Background: an optimization exercise with open tools, aiming at small area, a short achievable clock period and few clock cycles per item. Do not read the settings as production practice.
Function was checked by simulation only, so behaviour that the tests miss may differ from the original.

lane 5:
==> flow/design.v (excerpt) <==
module hdrs_dec (
    input  wire        clk,
    input  wire        rst,
    input  wire        cmd_valid,
    output wire        cmd_ready,
    input  wire        cmd_op,         
    input  wire        cmd_crc_init,   
    input  wire [4:0]  cmd_nsym,
    input  wire        in_valid,
    output wire        in_ready,
    input  wire [7:0]  in_data,
    output wire        val_valid,
    input  wire        val_ready,
    output wire [31:0] val_data,
    output wire        done,
    output wire [1:0]  done_code,      
    output wire [3:0]  done_sym,
    output wire [9:0]  done_info,
    output wire [4:0]  done_count,
    output wire [6:0]  done_bytes,
    output wire [31:0] done_crc
);
    localparam FD = 6;               
    function [31:0] crc_update;
        input [31:0] st;
        input [7:0]  b;
        integer k;
        reg [31:0] c;
        begin
            c = st ^ {24'd0, b};
            for (k = 0; k < 8; k = k + 1)
                c = c[0] ? ((c >> 1) ^ 32'hEDB88320) : (c >> 1);
            crc_update = c;
        end
  ...
Size: ~860 flip-flops, ~120 I/O pins, about 0.039 sq mm of cells after synthesis.
Settings: LEC_CHECK=0, ABC_AREA=1, CAP_MARGIN=20, CORE_MARGIN=2, CORE_UTILIZATION=50, CTS_CLUSTER_DIAMETER=80, CTS_CLUSTER_SIZE=24, PLACE_DENSITY=0.65, SETUP_SLACK_MARGIN=4.5, SLEW_MARGIN=20, TNS_END_PERCENT=5; clock period 8.0 ns.
run.sh (not shown) runs the stock make flow with config.mk's settings and CLKGATE_MAP_FILE= SYNTH_SCRIPT=/design/flow/synth_recipe.tcl, a recipe that flattens the netlist after the stock synthesis.
Testbench counts of lane 5, summed over its fixed seeds: cycles 14,081, symbols 9,235.
Edits applied to the flow inputs when going from lane 5 to lane 3:
--- a/flow/design.v
+++ b/flow/design.v
@@ -84,23 +84,23 @@
     reg [9:0]  t_pos;
     reg        u_valid;
     reg [1:0]  u_kind;
     reg [7:0]  u_pay;
     reg [9:0]  u_pos;
     reg [31:0] w [0:15];
     reg        r_act;
     reg [15:0] r_bm;
     reg [4:0]  r_n;
     reg [4:0]  r_rem;
     reg [2:0]  r_waste;
-    reg [1:0]  r_L;                  
+    reg [2:0]  r_L;                  
     reg        p15, p14, l15, l14;
     reg        done_r;
     reg        dpend;                
     reg        e_pend;               
     reg [1:0]  d_code;
     reg [3:0]  d_sym;
     reg [9:0]  d_info;
     reg [4:0]  d_count;
     reg [6:0]  d_bytes;
     genvar gi;
     assign in_ready = !err && (fc != FD);
@@ -274,23 +274,32 @@
             CK_2:    begin pops = rec_end ? nb2  : {1'b0, bp[2:1] == 2'd3}; bp_n = bp + 3'd2; end
             CK_6:    begin pops = rec_end ? nb6  : {1'b0, bp >= 3'd2};      bp_n = bp + 3'd6; end
             CK_8:    begin pops = rec_end ? nb8  : 2'd1;                    bp_n = bp;        end
             CK_10:   begin pops = rec_end ? nb10 : ((bp >= 3'd6) ? 2'd2 : 2'd1); bp_n = bp + 3'd2; end
             CK_16:   begin pops = rec_end ? nb16 : 2'd2;                    bp_n = bp;        end
             default: begin pops = 2'd0;                                     bp_n = bp;        end
         endcase
         if (rec_end) bp_n = 3'd0;
     end
     wire [2:0] po_n  = po + {1'b0, pops} - {1'b0, c_n};
     wire [6:0] p_be  = p_bytes + {5'd0, p_popr};
-    wire [31:0] head = (r_L == 2'd2) ? w[0] : ((r_L == 2'd1) ? w[4] : w[8]);
+    reg  [31:0] head;
+    always @(*) begin
+        case (r_L)
+            3'd4:    head = w[0];
+            3'd3:    head = w[2];
+            3'd2:    head = w[4];
+            3'd1:    head = w[6];
+            default: head = w[8];
+        endcase
+    end
     wire [23:0] h_up = head[31:8] + 24'd1;
     wire [23:0] h_dn = head[31:8] - 24'd1;
     wire [8:0]  lo8  = {1'b0, head[7:0]} + {1'b0, t_pay};
     wire        ovf  = (lo8[8] && !t_pay[7] && head[31:8] == 24'h7FFFFF) ||
                        (!lo8[8] && t_pay[7] && head[31:8] == 24'h800000);
     wire [31:0] nv   = (t_kind == TK_WORD) ? {acc, t_pay} :
                        {(lo8[8] && !t_pay[7]) ? h_up : ((!lo8[8] && t_pay[7]) ? h_dn : head[31:8]),
                         lo8[7:0]};
     wire ring_free = !p14;
     wire vv        = p14 || p15;
     wire v_last    = p14 ? l14 : l15;
@@ -359,28 +368,27 @@
         if (bq_set)
             bq_n <= p_n;
         if (load_q && !q_op) begin
             for (i = 0; i < 16; i = i + 1)
                 bq[i] <= (i < q_n);
             bq_n <= q_n;
         end
         if (r_load) begin
             r_bm  <= bq;
             r_n   <= bq_n;
             r_rem <= bq_n;
-            if (bq_n > 5'd12) begin
-                r_L <= 2'd2; r_waste <= 3'd0 - bq_n[2:0];         
-            end else if (bq_n > 5'd8) begin
-                r_L <= 2'd1; r_waste <= 3'd4 - bq_n[2:0];         
+            if (bq_n > 5'd8) begin
+                r_L <= (bq_n - 5'd7) >> 1;                        
+                r_waste <= {2'd0, bq_n[0]};
             end else begin
-                r_L <= 2'd0; r_waste <= 3'd0 - bq_n[2:0];         
+                r_L <= 3'd0; r_waste <= 3'd0 - bq_n[2:0];         
             end
         end else if (step) begin
             r_bm <= r_bm >> 1;
             if (is_sym) r_rem <= r_rem - 5'd1;
             else        r_waste <= r_waste - 3'd1;
         end
         if (rec_end) begin
             bnd_left  <= po_n;
             bnd_bytes <= p_be;
             bnd_pops  <= pops;
             bnd_cnt   <= (!p_op || ps == PS_BM0 || ps == PS_BM1) ? 5'd0 : p_cnt + 5'd1;
Lane 5 and lane 3 ended up with roughly the same total number of clock tree sinks.
Compared with lane 5, in lane 3 synthesized cell count increased by 2.2% relative to the old numbers, number of ordinary inverters in the final layout decreased by 0.53% relative to the old numbers, final critical delay including setup and external delays decreased by 0.093 ns relative to the old numbers.
From lane 5 to lane 3 the numbers moved as follows: count of standard-cell rows grew by 0.99%, final sequential cell count roughly the same.
Testbench counts of lane 3, summed over its fixed seeds: cycles 13,733, symbols 9,235.

-- separate check: timing with driven ports --
How much do the figures lean on ideal ports? The routed layouts below were timed once more, with nothing changed but the port constraints.
Step 1 sets driving cells, clkbuf_16 on the clock port and buf_2 on the other inputs (assumed; they add their load-dependent delay and slew).
Step 2 adds t to the input delays and takes it off the output delays; t is the mean of the earliest and latest rising clock arrival at the registers after step 1. Input paths then give back, and output paths get back, about the clock's delay inside the block.
a / b / c = ideal ports / drivers / drivers and shift; a / b = the first two.
run | t, ns | slack for setup (ns) | slew at the worst register clock pin (ns)
lane 5 | 0.697 | 3.862 / 3.862 / 3.862 | 0.10 / 0.10
lane 3 | 0.686 | 3.955 / 3.955 / 3.955 | 0.10 / 0.10
After both steps every run listed still meets setup and hold.
